From an optimization exercise on the open Yosys and OpenROAD flow, aimed at small area, a short achievable clock period and few clock cycles; shortcuts taken in it are not production practice.
In this exercise RTL edits were held to simulation tests only and were not proved equivalent to the original.

Design wordstuf_core, start of the top module:
module wordstuf_core (
    input  wire        clk,
    input  wire        rst,
    input  wire        cmd_valid,
    output wire        cmd_ready,
    input  wire [39:0] cmd,
    output reg         rsp_valid,
    output reg         rsp_err,
    output reg         rsp_flag,
    output reg  [31:0] rsp_value
);
    localparam [31:0] MARKER_WORD = 32'hCAFEB8DA;
    localparam [7:0]  MK0 = 8'hDA, MK1 = 8'hB8, MK2 = 8'hFE, MK3 = 8'hCA;
    localparam [7:0] OP_ENC_OFFSET = 8'h01;
    localparam [7:0] OP_DEC_OFFSET = 8'h02;
    localparam [7:0] OP_SCAN_SETW  = 8'h10;
    localparam [7:0] OP_SCAN_GETW  = 8'h11;
    localparam [7:0] OP_SCAN_START = 8'h12;
    localparam [7:0] OP_SCAN_BYTE  = 8'h13;
    localparam [7:0] OP_DEC_INIT   = 8'h20;
    localparam [7:0] OP_DEC_INGEST = 8'h21;
    localparam [7:0] OP_DEC_STATUS = 8'h22;
    localparam [7:0] OP_DEC_LAST   = 8'h23;
    localparam [7:0] OP_ENC_FRAME  = 8'h30;
    localparam [7:0] OP_DST_WRITE  = 8'h40;
    localparam [7:0] OP_DST_READ   = 8'h41;
    localparam [7:0] OP_ENC_WRITE  = 8'h50;
    localparam [7:0] OP_ENC_READ   = 8'h51;
    localparam [2:0] ST_PARSING        = 3'd0;
    localparam [2:0] ST_DST_OVERRUN    = 3'd1;
    localparam [2:0] ST_OFFSET_TOO_BIG = 3'd2;
    localparam [2:0] ST_OFFSET_ODD     = 3'd4;
    function [7:0] mk_lane(input [1:0] k, input [1:0] a);
        case (k - a)
            2'd0: mk_lane = MK0;
            2'd1: mk_lane = MK1;
            2'd2: mk_lane = MK2;
            default: mk_lane = MK3;
        endcase
    endfunction
    function [15:0] quad_rows(input [5:0] a);
        integer q;
        reg [3:0] r1;
        begin
            r1 = a[5:2] + 4'd1;
            for (q = 0; q < 4; q = q + 1)
                quad_rows[q*4 +: 4] = (q < a[1:0]) ? r1 : a[5:2];
        end
    endfunction
    reg        v_q;
    reg        f_scan;            
    reg        p_v;               
  ...
Size in the first run: ~4,700 cells after synthesis, roughly 1,300 flip-flops, ~79 I/O pins, roughly 59,000 µm² of cells after synthesis.
clock: 12.0 ns
lec_check: 0
cap_margin: 20
core_margin: 2
core_utilization: 70
slew_margin: 20
standard.sh (not shown) runs the stock make flow with config.mk's settings and CLKGATE_MAP_FILE= SYNTH_SCRIPT=/design/flow/synth_recipe.tcl, a recipe that flattens the netlist after the stock synthesis.
==> flow/flow/run.sh <==
#!/bin/bash
# The standard layout (standard.sh, all steps), with these changes to how the
# layout is made:
#  - the buffers that ORFS puts on every input and output port are
#    sky130_fd_sc_hd__buf_2 instead of the platform's default delay buffer;
#  - the pin placer keeps rst, cmd_valid and cmd_ready together, since
#    cmd_ready is a short function of rst;
#  - clock tree synthesis uses clkbuf_8 buffers on small sink clusters and
#    inserts no dummy loads.
# The whole flow's output is kept in flow_standard.log in the work folder;
# ORFS's per-step logs are under orfs/logs.
set -euo pipefail
export BUFFER_PORTS_ARGS="-buffer_cell sky130_fd_sc_hd__buf_2"
export PLACE_PINS_ARGS="-group_pins {rst cmd_ready cmd_valid}"
export CTS_ARGS="-sink_clustering_enable -repair_clock_nets -dont_use_dummy_load -buf_list sky130_fd_sc_hd__clkbuf_8 -sink_clustering_size 16 -sink_clustering_max_diameter 45"
bash standard.sh > flow_standard.log 2>&1
Testbench counts at the start, summed over its fixed seeds: cycles 47,848.
Next try:
--- a/flow/design.v
+++ b/flow/design.v
@@ -116,30 +116,33 @@
     reg [7:0]  dst [0:63];
     reg [7:0]  enc [0:63];
     reg [31:0] scn_w;
     reg [31:0] scn_p;
     reg        dec_ovr;           
     reg [2:0]  dec_last;
     reg [6:0]  dec_cur;
     reg [7:0]  dec_m11;           
     reg [1:0]  dec_k;             
     reg [6:0]  dec_cap;
     reg [5:0]  walk_n;            
+    reg [6:0]  walk_t;            
     reg [6:0]  wf_b0;             
     reg        wf_big;            
     reg        wf_huge;           
     reg [5:0]  enc_len;
     reg [3:0]  enc_row;           
+    reg [6:0]  enc_rem;           
     reg [23:0] enc_carry;         
     reg [3:0]  p_hitv;            
     reg        p_last;            
+    reg [5:0]  enc_dist;          
     reg [5:0]  enc_slot;          
     reg  [15:0] dst_rrows;
     reg  [3:0]  enc_rrow;
     wire [15:0] walk_rows = quad_rows(walk_n);
     wire [7:0]  dst_lane [0:3];
     wire [7:0]  enc_lane [0:3];
     genvar gk, gm;
     generate
         for (gk = 0; gk < 4; gk = gk + 1) begin : g_rd
             wire [3:0] dr = dst_rrows[gk*4 +: 4];
             assign dst_lane[gk] = dst[{dr, gk[1:0]}];
@@ -169,42 +172,40 @@
         f0 = 8'd0; f_big = 1'b0; f_huge = 1'b0;
         for (k = 0; k < 4; k = k + 1) begin
             if (k[1:0] == wa)        f0 = dst_lane[k];
             if (k[1:0] == wa + 2'd1) f_big = f_big | (dst_lane[k] != 8'd0);
             if (k[1:0] == wa + 2'd2) f_big = f_big | (dst_lane[k] != 8'd0);
             if (k[1:0] == wa + 2'd3) begin
                 f_big  = f_big | (dst_lane[k][6:0] != 7'd0);
                 f_huge = dst_lane[k][7];
             end
         end
     end
-    wire [6:0] walk_t = dec_cur - 7'd7 - {1'b0, walk_n};    
     wire       w_end  = !wf_big && (wf_b0 == walk_t);
     wire       w_odd  = wf_big || ({1'b0, wf_b0} + 8'd4 > {1'b0, walk_t});
     wire       w_stop = wf_huge || w_end || w_odd;
     wire [5:0] w_n    = walk_n + wf_b0[5:0] + 6'd4;
+    wire [6:0] w_t    = walk_t - wf_b0 - 7'd4;
     wire [55:0] ewin = {enc_lane[3], enc_lane[2], enc_lane[1], enc_lane[0], enc_carry};
     reg  [3:0]  e_hitv;
     integer j;
     always @(*) begin
         for (j = 0; j < 4; j = j + 1)
-            e_hitv[j] = (ewin[j*8 +: 32] == MARKER_WORD) &&
-                        ({1'b0, enc_row, 2'b00} + j[6:0] <= {1'b0, enc_len} + 7'd3);
+            e_hitv[j] = (ewin[j*8 +: 32] == MARKER_WORD) && !enc_rem[6] && (enc_rem[5:0] >= j[5:0]);
     end
-    wire       e_last = ({enc_row, 2'b00} >= enc_len);
+    wire       e_last = enc_rem[6] || (enc_rem[5:0] <= 6'd3);
     wire       p_hit  = |p_hitv;
     wire [1:0] p_j    = p_hitv[1] ? 2'd1 : p_hitv[2] ? 2'd2 : p_hitv[3] ? 2'd3 : 2'd0;
     wire       p_done = p_v && p_last && !p_hit;      
     wire       enc_link_now = f_last || (p_v && (p_hit || p_last));
-    wire [5:0] link_d = (p_v && p_hit) ? ({enc_row, 2'b00} - 6'd11 + {4'd0, p_j} - enc_slot)
-                                       : (enc_len - enc_slot);
+    wire [5:0] link_d = (p_v && p_hit) ? (enc_dist + {4'd0, p_j}) : (enc_len - enc_slot);
     reg  [15:0] dst_wrows, enc_wrows;
     reg  [3:0]  dst_wlanes, enc_wlanes;
     reg         dst_we, enc_we;
     reg  [7:0]  dst_wd [0:3];
     reg  [7:0]  enc_wd [0:3];
     always @(*) begin
         for (k = 0; k < 4; k = k + 1) dst_wd[k] = in_b;
         if (f_wd) begin
             dst_wrows  = walk_rows;
             dst_wlanes = 4'b1111;
             for (k = 0; k < 4; k = k + 1) dst_wd[k] = mk_lane(k[1:0], walk_n[1:0]);
@@ -401,29 +402,39 @@
             end
         end
     end
     always @(posedge clk) begin
         wf_b0   <= f0[6:0];
         wf_big  <= f_big;
         wf_huge <= f_huge;
         p_hitv  <= e_hitv;
         p_last  <= e_last;
         if (!busy) begin
             walk_n    <= h_n;
+            walk_t    <= h_t - {1'b0, h0[6:0]} - 7'd4;
             enc_len   <= arg[5:0];
             enc_row   <= 4'd1;
+            enc_rem   <= {1'b0, arg[5:0]} - 7'd1;
             enc_carry <= 24'd0;
+            enc_dist  <= 6'd61;                  
             enc_slot  <= 6'd0;
         end else begin
             if (f_wd) begin
                 walk_n    <= w_n;
+                walk_t    <= w_t;
             end
             if (f_scan) begin
                 enc_row   <= enc_row + 4'd1;
+                enc_rem   <= enc_rem - 7'd4;
                 enc_carry <= ewin[55:32];
             end
             if (p_v) begin
-                if (p_hit) enc_slot <= {enc_row, 2'b00} - 6'd7 + {4'd0, p_j};
+                if (p_hit) begin
+                    enc_slot <= {enc_row, 2'b00} - 6'd7 + {4'd0, p_j};
+                    enc_dist <= 6'd0 - {4'd0, p_j};
+                end else begin
+                    enc_dist <= enc_dist + 6'd4;
+                end
             end
         end
     end
 endmodule
Outcome: The new run finished with timing, DRC and antenna clean. Cell count is higher by 3.5%. Utilization is higher by 0.85 points. Sequential cell count is higher by 20. Maximum frequency is higher by 0.46%. Hold slack got worse by 0.0073 ns. Setup slack improved by 0.024 ns. Routed wire length is lower by 0.57%. Non-clock buffer count is higher by 15. Via count is higher by 1.9%. Global-route usage is lower by 0.43 points.
Testbench counts after the change, summed over its fixed seeds: cycles 47,848.

## port drivers added, routing unchanged
The results above use ideal ports. As a check the final layouts listed here were re-extracted and re-timed, cells and wires unchanged. Step 1 assumes that a clkbuf_16 drives the clock port and a buf_2 every other input. Step 2 moves the port delays by t, midway between the first and last clock arrival at a register: inputs arrive t later, outputs are due t later. That takes back most of the time a late clock gives input paths. a / b / c = no drivers / after step 1 / after step 2; a / b = the first two.
run | shift t [ns] | setup WS [ns] | worst slew at a driven data input, ns
the first run | 0.848 | 6.743 / 6.726 / 6.726 | 0.03
the second run | 0.892 | 6.768 / 6.750 / 6.750 | 0.04
After both steps every run listed still meets setup and hold. The setup slack of the second run, which loses most, moves by -0.018 ns with the drivers and by -0.018 ns with both steps.
